Source: an optimization exercise on an open RTL-to-GDS flow (aim: small area, a short achievable clock period and few clock cycles per item). Production flows keep margins and buffers that such runs may drop. The RTL of this run was laid out without a check of its function. Power is estimated from default activity; no workload was simulated.

===== design/flow/config.mk =====
export PLATFORM = sky130hd
export DESIGN_NAME = upb_freq_codec
export DESIGN_NICKNAME = upb_freq_codec
export VERILOG_FILES = /design/flow/design.v
export SDC_FILE = /design/flow/constraint.sdc
export NUM_CORES = 4
export LEC_CHECK = 0
export CAP_MARGIN = 20
export CORE_MARGIN = 2
export CORE_UTILIZATION = 45
export SLEW_MARGIN = 20

===== design/flow/constraint.sdc =====
create_clock -name core_clock -period 11.0 [get_ports {clk}]
set_input_delay 2.2000 -clock core_clock [delete_from_list [all_inputs] [get_ports {clk}]]
set_output_delay 2.2000 -clock core_clock [all_outputs]
set_load 0.01 [all_outputs]

===== design/flow/design.v =====
module upb_freq_codec (
    input             clk,
    input             rst,           
    input             in_valid,
    output            in_ready,
    input      [3:0]  in_op,         
    input             in_layout,     
    input      [31:0] in_freq,
    input      [31:0] in_fcint,
    input      [31:0] in_fcfrac,
    input      [15:0] in_dreg0,
    input      [15:0] in_dreg1,
    output            out_valid,
    output     [3:0]  out_fcause,    
    output     [31:0] out_freq,
    output     [7:0]  out_fcint,
    output     [23:0] out_fcfrac,
    output     [15:0] out_dreg0,
    output     [15:0] out_dreg1
);
    localparam [31:0] F_MIN = 32'd775_000_000;
    localparam [31:0] F_MAX = 32'd1_100_000_000;
    reg          busy;       
    reg          rdy;        
    reg          mode;       
    reg  [2:0]   cnt;
    reg  [17:0]  rem;        
    reg  [31:0]  S;          
    reg          ov;
    reg  [2:0]   fc;
    reg          f31;        
    assign in_ready = rdy;
    assign out_valid = ov;
    assign out_fcause = {1'b0, fc};
    wire hz = (in_op == 4'hB);
    wire rh = (in_op == 4'hC);
    wire st = (in_op == 4'hD);
    wire rs = (in_op == 4'hE);
    wire a_bad = (|in_fcint[31:6]) || (|in_fcfrac[31:19]);
    wire b_bad = (|in_fcint[31:8]) || (|in_fcfrac[31:24]);
    wire r_flt = (rh & a_bad) | (st & (in_layout ? a_bad : b_bad));
    wire ill   = ~(hz | rh | st | rs);
    wire go    = hz | rh;
    wire [1:0] p0_dec = {{1{1'b0}}, 1'b1} << in_fcfrac[0:0];
    wire [18:0] p0;
    assign p0[0] = |(p0_dec & 2'h2);
    assign p0[1] = 1'b0;
    assign p0[2] = 1'b0;
    assign p0[3] = |(p0_dec & 2'h2);
    assign p0[4] = 1'b0;
    assign p0[5] = 1'b0;
    assign p0[6] = |(p0_dec & 2'h2);
    assign p0[7] = 1'b0;
    assign p0[8] = 1'b0;
    assign p0[9] = |(p0_dec & 2'h2);
    assign p0[10] = |(p0_dec & 2'h3);
    assign p0[11] = |(p0_dec & 2'h2);
    assign p0[12] = 1'b0;
    assign p0[13] = 1'b0;
    assign p0[14] = |(p0_dec & 2'h2);
    assign p0[15] = 1'b0;
    assign p0[16] = |(p0_dec & 2'h2);
    assign p0[17] = |(p0_dec & 2'h2);
    assign p0[18] = 1'b0;
    reg  [31:0] S_ld;
    always @(*) begin
        case ({in_op[1:0], in_layout})
            3'b110, 3'b111: S_ld = {in_freq[12], in_freq[11], in_freq[10], in_freq[9], in_freq[8], in_freq[7], in_freq[6], in_freq[5], in_freq[4], in_freq[3], in_freq[2], in_freq[1], in_freq[0], 1'b0, 1'b0, 1'b0, 1'b0, 1'b0, 1'b0, 1'b0, 1'b0, 1'b0, 1'b0, 1'b0, 1'b0, 1'b0, 1'b0, 1'b0, 1'b0, 1'b0, 1'b0, 1'b0};
            3'b000, 3'b001: S_ld = {in_fcfrac[4], in_fcfrac[3], in_fcfrac[2], in_fcfrac[1], in_fcfrac[8], in_fcfrac[7], in_fcfrac[6], in_fcfrac[5], in_fcfrac[12], in_fcfrac[11], in_fcfrac[10], in_fcfrac[9], in_fcfrac[16], in_fcfrac[15], in_fcfrac[14], in_fcfrac[13], in_fcint[1], in_fcint[0], in_fcfrac[18], in_fcfrac[17], in_fcint[5], in_fcint[4], in_fcint[3], in_fcint[2], 1'b0, 1'b0, 1'b0, 1'b0, 1'b0, 1'b0, 1'b0, p0[0]};
            3'b010:         S_ld = {in_fcfrac[4], in_fcfrac[3], in_fcfrac[2], in_fcfrac[1], in_fcfrac[8], in_fcfrac[7], in_fcfrac[6], in_fcfrac[5], in_fcfrac[12], in_fcfrac[11], in_fcfrac[10], in_fcfrac[9], in_fcfrac[16], in_fcfrac[15], in_fcfrac[14], in_fcfrac[13], in_fcint[1], in_fcint[0], in_fcfrac[18], in_fcfrac[17], in_fcint[5], in_fcint[4], in_fcint[3], in_fcint[2], in_fcint[7], in_fcint[6], in_fcfrac[23], in_fcfrac[22], in_fcfrac[21], in_fcfrac[20], in_fcfrac[19], in_fcfrac[0]};
            3'b011:         S_ld = {in_fcfrac[13], in_fcfrac[12], in_fcfrac[11], in_fcfrac[10], in_fcfrac[17], in_fcfrac[16], in_fcfrac[15], in_fcfrac[14], in_fcint[2], in_fcint[1], in_fcint[0], in_fcfrac[18], in_fcfrac[0], in_fcint[5], in_fcint[4], in_fcint[3], 1'b1, in_fcfrac[8], in_fcfrac[2], in_fcfrac[1], 1'b0, 1'b0, 1'b0, 1'b0, 1'b0, 1'b0, in_fcfrac[7], in_fcfrac[6], in_fcfrac[5], in_fcfrac[4], in_fcfrac[3], in_fcfrac[9]};
            3'b100:         S_ld = {in_dreg1[0], in_dreg0[15], in_dreg0[14], in_dreg0[7], in_dreg0[6], in_dreg0[5], in_dreg0[4], in_dreg0[3], in_dreg0[13], in_dreg0[12], in_dreg0[11], in_dreg0[10], in_dreg0[9], in_dreg0[8], in_dreg0[2], in_dreg0[1], in_dreg0[0], in_dreg1[15], in_dreg1[14], in_dreg1[13], in_dreg1[12], in_dreg1[11], in_dreg1[10], in_dreg1[9], in_dreg1[8], in_dreg1[7], in_dreg1[6], in_dreg1[5], in_dreg1[4], in_dreg1[3], in_dreg1[2], in_dreg1[1]};
            default:        S_ld = {in_dreg0[0], 1'b0, 1'b0, 1'b0, 1'b0, 1'b0, 1'b0, 1'b0, in_dreg1[15], in_dreg1[14], in_dreg1[13], in_dreg1[12], in_dreg1[11], in_dreg1[10], in_dreg1[9], in_dreg1[8], in_dreg1[7], in_dreg1[6], in_dreg1[5], in_dreg1[4], in_dreg1[3], in_dreg1[2], in_dreg1[1], in_dreg1[0], in_dreg0[8], in_dreg0[7], in_dreg0[6], in_dreg0[5], in_dreg0[4], in_dreg0[3], in_dreg0[2], in_dreg0[1]};
        endcase
    end
    wire [17:0] rem_ld = in_op[0] ? in_freq[30:13] : p0[18:1];
    wire [21:0] T  = {rem, S[31:28]};
    wire [4:0]  tt = T[21:17];
    wire [16:0] tu = T[16:0];
    wire [31:0] jlo_dec = {{31{1'b0}}, 1'b1} << tt;
    wire [3:0] jlo;
    assign jlo[0] = |(jlo_dec & 32'h6c9b26c);
    assign jlo[1] = |(jlo_dec & 32'h70e3c70);
    assign jlo[2] = |(jlo_dec & 32'h7f03f80);
    assign jlo[3] = |(jlo_dec & 32'h7ffc000);
    wire [31:0] jhi_dec = {{31{1'b0}}, 1'b1} << tt;
    wire [3:0] jhi;
    assign jhi[0] = |(jhi_dec & 32'hff364d93);
    assign jhi[1] = |(jhi_dec & 32'h7c78e1c);
    assign jhi[2] = |(jhi_dec & 32'h7f80fe0);
    assign jhi[3] = |(jhi_dec & 32'h7fff000);
    wire [31:0] ra_dec = {{31{1'b0}}, 1'b1} << tt;
    wire [17:0] ra;
    assign ra[0] = |(ra_dec & 32'h6c9b26c);
    assign ra[1] = |(ra_dec & 32'h1c78e1c);
    assign ra[2] = |(ra_dec & 32'h3f81fc);
    assign ra[3] = |(ra_dec & 32'h6c9cd90);
    assign ra[4] = |(ra_dec & 32'h638438c);
    assign ra[5] = |(ra_dec & 32'h607c07c);
    assign ra[6] = |(ra_dec & 32'hc98d90);
    assign ra[7] = |(ra_dec & 32'h638438c);
    assign ra[8] = |(ra_dec & 32'h607c07c);
    assign ra[9] = |(ra_dec & 32'hc98d90);
    assign ra[10] = |(ra_dec & 32'h638438c);
    assign ra[11] = |(ra_dec & 32'hce7210);
    assign ra[12] = |(ra_dec & 32'h1c6318c);
    assign ra[13] = |(ra_dec & 32'h7c1f07c);
    assign ra[14] = |(ra_dec & 32'h109bd90);
    assign ra[15] = |(ra_dec & 32'h738738c);
    assign ra[16] = |(ra_dec & 32'h1ce4210);
    assign ra[17] = |(ra_dec & 32'h4a5294a);
    wire [31:0] rb_dec = {{31{1'b0}}, 1'b1} << tt;
    wire [18:0] rb;
    assign rb[0] = |(rb_dec & 32'hf9364d93);
    assign rb[1] = |(rb_dec & 32'hf8f1c38f);
    assign rb[2] = |(rb_dec & 32'hf80fc07f);
    assign rb[3] = |(rb_dec & 32'h136726c);
    assign rb[4] = |(rb_dec & 32'hff0e31e3);
    assign rb[5] = |(rb_dec & 32'hff01f01f);
    assign rb[6] = |(rb_dec & 32'h636426c);
    assign rb[7] = |(rb_dec & 32'hf90e31e3);
    assign rb[8] = |(rb_dec & 32'hff01f01f);
    assign rb[9] = |(rb_dec & 32'h636426c);
    assign rb[10] = |(rb_dec & 32'hf90e31e3);
    assign rb[11] = |(rb_dec & 32'h637bd8c);
    assign rb[12] = |(rb_dec & 32'hfef18c63);
    assign rb[13] = |(rb_dec & 32'hf9f07c1f);
    assign rb[14] = |(rb_dec & 32'h6c64e6c);
    assign rb[15] = |(rb_dec & 32'hf9ce3de3);
    assign rb[16] = |(rb_dec & 32'h6f7b18c);
    assign rb[17] = |(rb_dec & 32'h5ad6b5a);
    assign rb[18] = |(rb_dec & 32'hffffffff);
    wire [18:0] da = {1'b0, ra} + {2'b0, tu};
    wire [18:0] db = rb + {2'b0, tu};
    wire        bge = ~db[18];
    wire [3:0]  dq  = bge ? jhi : jlo;
    wire [17:0] dr  = bge ? db[17:0] : da[17:0];
    wire [15:0] md_dec = {{15{1'b0}}, 1'b1} << S[31:28];
    wire [21:0] md;
    assign md[0] = |(md_dec & 16'haaaa);
    assign md[1] = |(md_dec & 16'hcccc);
    assign md[2] = |(md_dec & 16'hf0f0);
    assign md[3] = |(md_dec & 16'h55aa);
    assign md[4] = |(md_dec & 16'h66cc);
    assign md[5] = |(md_dec & 16'h78f0);
    assign md[6] = |(md_dec & 16'hd5aa);
    assign md[7] = |(md_dec & 16'h66cc);
    assign md[8] = |(md_dec & 16'h78f0);
    assign md[9] = |(md_dec & 16'hd5aa);
    assign md[10] = |(md_dec & 16'h66cc);
    assign md[11] = |(md_dec & 16'hd25a);
    assign md[12] = |(md_dec & 16'h9b6c);
    assign md[13] = |(md_dec & 16'h1c70);
    assign md[14] = |(md_dec & 16'hb52a);
    assign md[15] = |(md_dec & 16'h264c);
    assign md[16] = |(md_dec & 16'h92da);
    assign md[17] = |(md_dec & 16'h71c6);
    assign md[18] = |(md_dec & 16'h5a94);
    assign md[19] = |(md_dec & 16'h6318);
    assign md[20] = |(md_dec & 16'h83e0);
    assign md[21] = |(md_dec & 16'hfc00);
    wire [21:0] ms = {4'd0, rem} + md;
    wire last  = mode ? (cnt == 3'd5) : (cnt == 3'd5);
    wire first = (cnt == 3'd0);
    wire [31:0] fop = {f31, rem, S[31:19]};            
    wire fbad  = (fop < F_MIN) || (fop > F_MAX);
    wire abort = first & (fc[0] | (mode & fbad));
    always @(posedge clk) begin
        if (rst) begin
            busy <= 1'b0;
            ov   <= 1'b0;
        end else if (busy) begin
            ov <= last | abort;
            if (last | abort) busy <= 1'b0;
        end else begin
            ov   <= in_valid & ~go;
            busy <= in_valid & go;
        end
    end
    always @(posedge clk) begin
        if (rst)       rdy <= 1'b1;
        else if (busy) rdy <= last | abort;
        else           rdy <= ~(in_valid & go);
    end
    always @(posedge clk) begin
        if (busy) begin
            cnt <= cnt + 3'd1;
            rem <= mode ? dr : ms[21:4];
            S   <= {S[27:0], mode ? dq : ms[3:0]};
            if (first & mode & fbad) fc <= 3'b110;
        end else begin
            mode <= in_op[0];
            cnt  <= 3'd0;
            fc   <= {r_flt, ill | r_flt, r_flt};
            f31  <= in_freq[31];
            rem  <= rem_ld;
            S    <= S_ld;
        end
    end
    assign {out_fcint, out_fcfrac} = {S[30], S[29], S[23], S[22], S[21], S[20], S[19], S[18], S[28], S[27], S[26], S[25], S[24], S[17], S[16], S[15], S[14], S[13], S[12], S[11], S[10], S[9], S[8], S[7], S[6], S[5], S[4], S[3], S[2], S[1], S[0], S[31] | (mode & (rem >= 18'd107813))};
    assign {out_dreg0, out_dreg1}  = {S[7], S[6], S[11], S[10], S[9], S[8], S[15], S[14], S[5], S[4], S[3], S[2], S[1], S[13], S[12], S[19], S[18], S[17], S[16], S[23], S[22], S[21], S[20], S[27], S[26], S[25], S[24], S[31], S[30], S[29], S[28], S[0]};
    assign out_freq = {1'b0, rem, S[3], S[2], S[1], S[0], S[7], S[6], S[5], S[4], S[11], S[10], S[9], S[8], S[15]};    
endmodule

===== design/flow/flow/run.sh =====
#!/bin/bash
# Standard ORFS layout (standard.sh), with the port buffers made of the smallest buffer
# and timing repair aiming below the clock period. Each step's output goes to its own log.
set -euo pipefail
export BUFFER_PORTS_ARGS="-buffer_cell sky130_fd_sc_hd__buf_1"
if [[ -f flow/margin.txt ]]; then export SETUP_SLACK_MARGIN=$(cat flow/margin.txt); fi
bash standard.sh synth > synth.log 2>&1
bash standard.sh floorplan > floorplan.log 2>&1
bash standard.sh place > place.log 2>&1
bash standard.sh cts > cts.log 2>&1
bash standard.sh route > route.log 2>&1
bash standard.sh finish > finish.log 2>&1

===== design/flow/flow/margin.txt =====
7.3

===== design/flow/standard.sh =====
#!/bin/bash
# synth_recipe.tcl (not shown) runs the flow's synth.tcl, then flattens the netlist and writes it again
# the make line also repeats each setting of config.mk as NAME=value (left out here)
make -C /OpenROAD-flow-scripts/flow DESIGN_CONFIG=/design/flow/config.mk WORK_HOME=/design/flow/orfs CLKGATE_MAP_FILE= SYNTH_SCRIPT=/design/flow/synth_recipe.tcl "${@:-finish}"

==> impl_metrics.ini <==
[power_and_ir_drop]
power_density_nw_per_um2 = 149.6
p_seq_share_pct = 18.4
netSwitchingFraction_pct = 46.86
p_clk_share_pct = 19.6
net-switching-power_uw = 732.6
intPower_uw = 830.7
combPwrFrac_pct = 62.0
max-vdd-ir-drop_v = 0.0001003
leakagePower_nw = 4.048

[yosys]
synth_top_area_share_pct = 13.78
ys_warn_count = 1
synth_enable_flop_cells = 5
yosys.area.top_type = dfxtp_1
yosys-top-cells-area = dfxtp_1 14%, ha_1 8.5%, o21ai_0 6.8%
ys_seq_elements = 61
netlist_area_um2 = 8138
ys_types = 79
synth-main-ff-cell = dfxtp_1
ys_seq_area_share_pct = 15.62
syn_inst = 1168
syn_avg_cell_area_um2 = 6.967
async_flop_share_pct = 0

[routing]
via_per_inst = 6.404
initialDrtViolationCount = 1229
via_count = 10330
drcViolationCount = 0
wl_per_cell_um = 22.34
wl_um = 36040
dr.pass1.iters = 8
ant_nets = 0

[layout]
fin_cells = 1613
nFillCells = 1723
fin_nets = 1573
layout-drive-gt1-share_pct = 16.69
seq_area_um2 = 1314
diodes = 0
fin_util_pct = 58.56
multi_input_area_um2 = 6556
area_growth_pct = 28.38

[setup_path]
critPathRequiredTime_ps = 8800
cp_cell_sequence = nor4b_1 > a31oi_1 > a21oi_1 > o21ai_1 > nand2_1 > buf_2
r2r_slack_ps = 7060
crit_buf_inv = 1
cp_slowest_stage_delay_ps = 480
critPathKind = register to output port
startpoint_type = register
crit_slowest_cell = dfxtp_1
critPathTopFamily = flip-flops
cp-end-kind = output port
cp_max_fo = 8
arrival_ps = 1790

[timing]
fin_skew_ps = 14.27
rsz0062_at_grt = yes
holdWs_ps = 474.9
period_needed_ps = 3991
max_freq_mhz = 250.6
relSlewSlack_pct = -21.68
timing.final.ws_setup_ps = 7009
setup_viol = 0
hold_viol = 0
tightest_slew_ps = 1818
period_share_pct = 36.28
fin_tns_setup_ps = 0
report.final.slew_viol_count = 7

[die]
dieWidth_um = 138.5
dieArea_um2 = 19180
initial_core_util_pct = 45.61
io_pins = 238
die_h_um = 138.5
rows = 49
core_area_um2 = 17840

[global_routing]
antenna_found_initial = 0
use_met1_pct = 42.76
grt_first_pass_wirelength_um = 49870
met2_usage_pct = 54.74
use_met3_pct = 4.953
grt_max_degree = 76
track_usage_pct = 32.77
top_usage_layer = met2
overflow = 0
grt_pass1_vias = 8813

[cts]
cts_tree = yes
htreeDepth = 3
clock_latency_ps = 350
cts.sinks = 61
cts_buffers = 9
clockBufferDepth = 2
path_clk_slew_ps = 60
cts_hold_buf = 0
cts_root_buf = clkbuf_16

[run]
max-cap-violations = 1

[place]
port_buffers = 235
hpwl_um = 25160
post-place-cells = 1523
post-place-ws_ps = 5883
place.gp.congestion = 1.019

[outcome]
check-failures = capacitance limit, slew limit
outcome = complete, but fails checks

[worst_hold_path]
min_path_type = register to register
cell usage after synthesis (10+ instances only):
cell	instances
a211oi_1	26
a21o_1	19
a21oi_1	109
a221oi_1	26
a22o_1	12
a22oi_1	11
a31oi_1	12
buf_4	47
clkbuf_1	62
dfxtp_1	56
ha_1	55
inv_1	36
mux2i_1	24
nand2_1	106
nand2b_1	17
nand3_1	20
nand4_1	10
nor2_1	111
nor2b_1	17
nor3_1	25
nor4_1	15
o211ai_1	13
o21a_1	11
o21ai_0	111
o21ai_1	12
o221ai_1	12
o22ai_1	15
xnor2_1	33
xor2_1	16
path summary, 6_finish.rpt:
kind,from,endpoint,cells after the start
max,rem[12]$_DFF_P_,out_fcfrac[0],6
min,cnt[0]$_SDFF_PN0_,cnt[0]$_SDFF_PN0_,1
min reg2reg,cnt[0]$_SDFF_PN0_,cnt[0]$_SDFF_PN0_,1
max reg2reg,rem[13]$_DFF_P_,S[0]$_DFF_P_,22
per-stage QoR:
stage / total power, mW / cell area [um2]
after floorplan: 0.8519 / 8163
after CTS: 1.384 / 9420
after global placement: 1.049 / 8773
final: 1.563 / 10450
after detailed placement: 1.044 / 8773
after global routing: 1.644 / 10450
cell usage in the layout, fill, tap and decap left out, drive strengths merged, types with 6 or more instances in the layout:
cell and instances:
mux2i 24, or3 6, a221oi 26, o21a 11, o311ai 6, buf 312, clkbuf 17, nand3 20
o211ai 13, inv 37, nor3 25, a22oi 11, nor2b 17, o31ai 7, o21ai 125, dfxtp 56
a21o 19, o21bai 6, a22o 12, ha 55, nand2b 17, a31oi 13, o221ai 12, a211oi 27
xnor2 33, o22ai 15, and2 8, nor2 112, nor4 15, and3 7, xor2 16, nand2 109
a21oi 111, nand4 10
power by group through the flow:
stage | sequential [mW] | combinational [mW] | clock, mW
3_5_place_dp | 0.289 | 0.755 | 0
4_1_cts | 0.286 | 0.792 | 0.305
6_report | 0.288 | 0.970 | 0.306
3_3_place_gp | 0.289 | 0.760 | 0
2_1_floorplan | 0.283 | 0.568 | 0
5_1_grt | 0.290 | 1.04 | 0.316
cell families (layout without fill, tap and decap cells):
logic type	Yosys count	in the layout	synth area share, %
AOI/OAI and AO/OA	450	450	36.07
and+or+nand+nor	357	361	20.36
other	1	2	0.04608
xor gates and xnor gates	49	49	5.274
DFF	61	61	15.62
buffers and inverters	164	375	9.932
muxes	27	27	3.367
adders and majority gates	59	59	9.333
metal layers:
metal,part of all wire [%],vias to the layer above
met5,0,-
met4,4.8,0
met3,9.8,143
met2,46,704
met1,39,4748
li1,-,4735
state kept, by name (all words and copies together), names as in the netlist:
| register | count |
|---|---|
| S | 32 |
| busy | 1 |
| cnt | 3 |
| f31 | 1 |
| fc | 3 |
| mode | 1 |
| ov | 1 |
| rdy | 1 |
| rem | 18 |
what timing repair did:
action                                  4_1_cts  5_1_grt
setup buffers                                15       49
pin swaps                                     4       45
gates cloned                                  1        9
resized for setup                            61      114
endpoints found under the setup margin       48       31
endpoints found under the hold margin         0        0
area by class of cell:
type,count,area share (%)
inverter,38,1.629
clock inverter,7,0.7425
tap,229,2.743
sequential,61,12.57
timing repair buffer,321,17.40
clock buffer,9,2.156
multi-input combinational,948,62.75

-- separate check: timing with driven ports --
No port has a modelled driver above. Below, the same layout with a new extraction and two added sets of constraints. Step 1: set_driving_cell puts a clkbuf_16 on clk and a buf_2 on each other input, an assumption about the parent block. Step 2 also shifts input and output timing later by t, the mid clock arrival at the registers, as if the neighbouring blocks saw the same clock. Three values: ideal ports, drivers, drivers and shift; two values: the first two.
shift t [ns]: 0.391
setup WS [ns]: 7.009 / 6.965 / 6.984
pins driven straight from the clock port: 1
For this run, drivers alone change the setup slack by -0.044 ns; drivers and shift together by -0.025 ns.
